Background: an optimization exercise with open tools, aiming at small area, a short achievable clock period and few clock cycles per item. Do not read the settings as production practice.
The RTL was checked by simulation tests, not by an equivalence proof against the original design.

==> flow/design.v (excerpt) <==
module rot_perm_cbc (
    input  wire        clk,
    input  wire        rst_n,
    input  wire        sel,
    input  wire        we,
    input  wire [5:0]  addr,
    input  wire [31:0] wdata,
    output reg  [31:0] rdata,
    output wire        irq
);
    localparam [3:0] OP_NOP        = 4'd0;
    localparam [3:0] OP_START_ENC  = 4'd1;
    localparam [3:0] OP_START_DEC  = 4'd2;
    localparam [3:0] OP_ENC_BLOCK  = 4'd3;
    localparam [3:0] OP_ENC_FINAL  = 4'd4;
    localparam [3:0] OP_DEC_BLOCK  = 4'd5;
    localparam [3:0] OP_DEC_FINAL  = 4'd6;
    localparam [3:0] OP_RAW_ENC    = 4'd7;
    localparam [3:0] OP_RAW_DEC    = 4'd8;
    localparam [3:0] OP_LOAD_CHAIN = 4'd9;
    localparam [3:0] OP_ABORT      = 4'd10;
    localparam [3:0] E_ILLEGAL   = 4'd1;
    localparam [3:0] E_BUSY      = 4'd2;
    localparam [3:0] E_SEQ       = 4'd3;
    localparam [3:0] E_LOCKED    = 4'd4;
    localparam [3:0] E_LEN       = 4'd5;
    localparam [3:0] E_PAD_RANGE = 4'd6;
    localparam [3:0] E_BAD_PAD   = 4'd7;
    localparam [1:0] ST_IDLE = 2'd0;
    localparam [1:0] ST_ENC  = 2'd1;
    localparam [1:0] ST_DEC  = 2'd2;
    localparam [1:0] PI_NONE  = 2'd0;    
    localparam [1:0] PI_ENC   = 2'd1;    
    localparam [1:0] PI_UNPAD = 2'd2;    
    localparam [1:0] PI_SKIP  = 2'd3;    
  ...
Settings: LEC_CHECK=0, ABC_AREA=1, CAP_MARGIN=20, CORE_MARGIN=2, CORE_UTILIZATION=60, CTS_CLUSTER_DIAMETER=80, CTS_CLUSTER_SIZE=20, SLEW_MARGIN=20; clock period 55.0 ns.
standard.sh (not shown) runs the stock make flow with config.mk's settings and CLKGATE_MAP_FILE= SYNTH_SCRIPT=/design/flow/synth_recipe.tcl, a recipe that flattens the netlist after the stock synthesis.
==> flow/flow/run.sh <==
#!/bin/bash
# Own layout flow: the standard flow (standard.sh), with these changes:
#  - between synthesis and floorplan, the combinational cells of the standard
#    synthesis netlist are re-mapped by ABC with an area-oriented script; every
#    sequential cell keeps the instance name and cell type the standard
#    synthesis gave it;
#  - the ports are buffered with sky130_fd_sc_hd__buf_2;
#  - the resizer's setup repair aims for 30.5 ns of setup slack (same clock
#    and constraints; it only repairs harder).
# Each tool's full output goes to a log file of its own in this folder.
set -euo pipefail
W=$(pwd)
P=${FLOW_PLATFORM}
R=$W/orfs/results/$P/rot_perm_cbc/base
LIB=$FLOW_HOME/platforms/$P/lib/sky130_fd_sc_hd__tt_025C_1v80.lib
YOSYS=$(command -v yosys || echo "$FLOW_HOME/../tools/install/yosys/bin/yosys")

# 1. the standard synthesis
bash standard.sh synth > "$W/log_1_synth.txt" 2>&1
cp "$R/1_2_yosys.v" "$W/standard_1_2_yosys.v"

# 2. re-map the combinational logic (sequential cells stay black boxes)
SEQ=$(awk '/^[ \t]*cell[ \t]*\(/ {n=$0; gsub(/.*\(["]?|["]?\).*/,"",n)}
           /^[ \t]*(ff|latch|ff_bank|latch_bank|statetable)[ \t]*\(/ {print n}' "$LIB" | sort -u | tr '\n' ' ')
DU=""
for c in $(sed -n '/DONT_USE_CELLS += /,/^#/p' "$FLOW_HOME/platforms/$P/config.mk" | grep -o "sky130_fd_sc_hd__[a-z0-9_]*"); do
    DU="$DU -dont_use $c"
done
NETLIST="$R/1_2_yosys.v" TOP="$FLOW_TOP" LIB="$LIB" SEQCELLS="$SEQ" DONTUSE="$DU" \
    ABCSCRIPT="$W/flow/area.abc" "$YOSYS" -c "$W/flow/remap.tcl" > "$W/log_2_remap.txt" 2>&1
rm -f "$R/1_synth.odb" "$R/1_synth.sdc"

# 3. the rest of the standard flow, from the re-mapped netlist
bash standard.sh "BUFFER_PORTS_ARGS=-buffer_cell sky130_fd_sc_hd__buf_2" SETUP_SLACK_MARGIN=30.5 \
    finish > "$W/log_3_layout.txt" 2>&1
==> flow/flow/area.abc <==
strash
&get -n
&dch -f
&nf -R 1000
&put
strash
&get -n
&dch -f
&nf -R 1000
&put
strash
&get -n
&dch -f
&nf -R 1000
&put
strash
&get -n
&dch -f
&nf -R 1000
&put
strash
&get -n
&dch -f
&nf -R 1000
&put
strash
&get -n
&dch -f
&nf -R 1000
&put
strash
&get -n
&dch -f
&nf -R 1000
&put
strash
&get -n
&dch -f
&nf -R 1000
&put
strash
&get -n
&dch -f
&nf -R 1000
&put
strash
&get -n
&dch -f
&nf -R 1000
&put
strash
&get -n
&dch -f
&nf -R 1000
&put
strash
&get -n
&dch -f
&nf -R 1000
&put
topo
Other scripts of this flow, unchanged in this note and not shown: flow/flow/remap.tcl
The first run passed the timing, design-rule and antenna checks.
Testbench counts at the start, summed over its fixed seeds: cycles 19,358, blocks 1,358.
Then changed:
==> flow/flow/area.abc (replaced) <==
strash
&get -n
&dch -f
&nf -R 1000
&put
strash
&get -n
&dch -f
&nf -R 1000
&put
strash
&get -n
&dch -f
&nf -R 1000
&put
strash
&get -n
&dch -f
&nf -R 1000
&put
strash
&get -n
&dch -f
&nf -R 1000
&put
topo
Count of clock-buffer cells in the layout climbs by 2. Cell area climbs by 0.42%. Die area climbs by 0.43%. Worst hold slack got worse by 9.5 ps. Routed wire length drops by 0.88%. First-iteration DRC count climbs by 1.4%. Synthesized area climbs by 0.44%.

* * *

rot_perm_cbc, a different RTL version from the one above (not shown whole).
Size in the first run: roughly 4500 cells after synthesis, roughly 75 I/O pins, roughly 46000 um^2 of cells after synthesis.
==> flow/design.v (excerpt) <==
module rot_perm_cbc (
    input  wire        clk,
    input  wire        rst_n,
    input  wire        sel,
    input  wire        we,
    input  wire [5:0]  addr,
    input  wire [31:0] wdata,
    output reg  [31:0] rdata,
    output wire        irq
);
Settings: LEC_CHECK=0, ABC_AREA=1, CAP_MARGIN=20, CORE_MARGIN=2, CORE_UTILIZATION=60, CTS_BUF_LIST=sky130_fd_sc_hd__clkbuf_8, CTS_CLUSTER_DIAMETER=50, CTS_CLUSTER_SIZE=12, SLEW_MARGIN=20; clock period 55.0 ns.
==> flow/flow/run.sh <==
#!/bin/bash
# Own layout flow: the standard flow (standard.sh), with these changes:
#  - between synthesis and floorplan, the combinational cells of the standard
#    synthesis netlist, all but its full adders, are re-mapped by ABC with
#    area-oriented scripts (several are tried; the smallest result is kept);
#    every sequential cell keeps the instance name and cell type the standard
#    synthesis gave it;
#  - the ports are buffered with sky130_fd_sc_hd__buf_2;
#  - the resizer's setup repair aims for 30.7 ns of setup slack (same clock
#    and constraints; it only repairs harder).
# Each tool's full output goes to a log file of its own in this folder.
set -euo pipefail
W=$(pwd)
P=${FLOW_PLATFORM}
R=$W/orfs/results/$P/rot_perm_cbc/base
LIB=$FLOW_HOME/platforms/$P/lib/sky130_fd_sc_hd__tt_025C_1v80.lib
YOSYS=$(command -v yosys || echo "$FLOW_HOME/../tools/install/yosys/bin/yosys")

# 1. the standard synthesis
bash standard.sh synth > "$W/log_1_synth.txt" 2>&1
cp "$R/1_2_yosys.v" "$W/standard_1_2_yosys.v"

# 2. re-map the combinational logic (sequential cells and full adders stay
#    black boxes)
SEQ=$(awk '/^[ \t]*cell[ \t]*\(/ {n=$0; gsub(/.*\(["]?|["]?\).*/,"",n)}
           /^[ \t]*(ff|latch|ff_bank|latch_bank|statetable)[ \t]*\(/ {print n}' "$LIB" | sort -u | tr '\n' ' ')
SEQ="$SEQ sky130_fd_sc_hd__fa_1 sky130_fd_sc_hd__fa_2 sky130_fd_sc_hd__fa_4"
DU=""
for c in $(sed -n '/DONT_USE_CELLS += /,/^#/p' "$FLOW_HOME/platforms/$P/config.mk" | grep -o "sky130_fd_sc_hd__[a-z0-9_]*"); do
    DU="$DU -dont_use $c"
done
best=""; best_area=""
for s in area_a area_b area_c area_d area_e area_f area_g area_h; do
    cp "$W/standard_1_2_yosys.v" "$W/remap_$s.v"
    NETLIST="$W/remap_$s.v" TOP="$FLOW_TOP" LIB="$LIB" SEQCELLS="$SEQ" DONTUSE="$DU" \
        ABCSCRIPT="$W/flow/$s.abc" "$YOSYS" -c "$W/flow/remap.tcl" > "$W/log_2_remap_$s.txt" 2>&1 || continue
    a=$(awk '/Chip area/ {print $NF}' "$W/remap_$s.v.stat")
    echo "remap $s: $a" >> "$W/log_2_remap_choice.txt"
    if [[ -z "$best" ]] || awk -v a="$a" -v b="$best_area" 'BEGIN {exit !(a < b)}'; then
        best=$s; best_area=$a
    fi
done
echo "kept $best ($best_area)" >> "$W/log_2_remap_choice.txt"
cp "$W/remap_$best.v" "$R/1_2_yosys.v"
for f in "$W"/remap_area_*.v; do [[ "$f" == "$W/remap_$best.v" ]] || rm -f "$f"; done
rm -f "$R/1_synth.odb" "$R/1_synth.sdc"

# 3. the rest of the standard flow, from the re-mapped netlist
bash standard.sh "BUFFER_PORTS_ARGS=-buffer_cell sky130_fd_sc_hd__buf_2" SETUP_SLACK_MARGIN=30.7 \
    finish > "$W/log_3_layout.txt" 2>&1
Other scripts of this flow, unchanged in this note and not shown: flow/flow/area_a.abc, flow/flow/area_b.abc, flow/flow/area_c.abc, flow/flow/area_d.abc, flow/flow/area_e.abc, flow/flow/area_f.abc, flow/flow/area_g.abc, flow/flow/area_h.abc, flow/flow/remap.tcl
The starting point completed with no timing, DRC or antenna violations.
Testbench counts at the start, summed over its fixed seeds: cycles 19,358, blocks 1,358.
==> next run, changes <==
Settings changed: CTS_BUF_LIST sky130_fd_sc_hd__clkbuf_8 to not set, CTS_CLUSTER_DIAMETER 50 to 80, CTS_CLUSTER_SIZE 12 to 20.
Routed wire length barely changes. Non-clock buffer count goes up by 8. Global-route usage goes down by 0.20 points. Maximum frequency barely changes.
==> next run, changes <==
Settings changed: CTS_BUF_LIST set to sky130_fd_sc_hd__clkbuf_8 sky130_fd_sc_hd__clkbuf_16, CTS_CLUSTER_DIAMETER 80 to 60, CTS_CLUSTER_SIZE 20 to 14.
What happened:
- The new run completed without violations
- die area is unchanged
- sequential cell count is unchanged

static timing again, ports no longer ideal:
In the flow no input, the clock included, has a driving cell. The finished layouts below were timed again as built, in two steps.
Step 1, drivers: a clkbuf_16 drives clk and a buf_2 each remaining input, both assumed.
Step 2, shift: input delay + t, output delay - t, t = (earliest + latest rising clock arrival at the registers) / 2. This alone moves slack from input paths to output paths.
a / b / c = no drivers / after step 1 / after step 2; a / b = the first two.
run | t (ns) | setup WS [ns] | hold WS [ns] | worst setup path at the end
the first run of note 1 | 0.722 | 30.378 / 30.355 / 30.355 | 0.523 / 0.523 / 0.523 | input to output
the second run of note 1 | 0.709 | 30.334 / 30.315 / 30.315 | 0.513 / 0.513 / 0.513 | input to output
the first run of note 2 | 0.825 | 30.588 / 30.565 / 30.266 | 0.495 / 0.495 / 0.495 | input to register
the second run of note 2 | 0.711 | 30.579 / 30.557 / 30.555 | 0.496 / 0.496 / 0.496 | input to register
the third run of note 2 | 0.752 | 30.549 / 30.527 / 30.424 | 0.493 / 0.493 / 0.493 | input to register
After both steps every run listed still meets setup and hold. The setup slack of the first run of note 2, which loses most, moves by -0.023 ns with the drivers and by -0.322 ns with both steps.
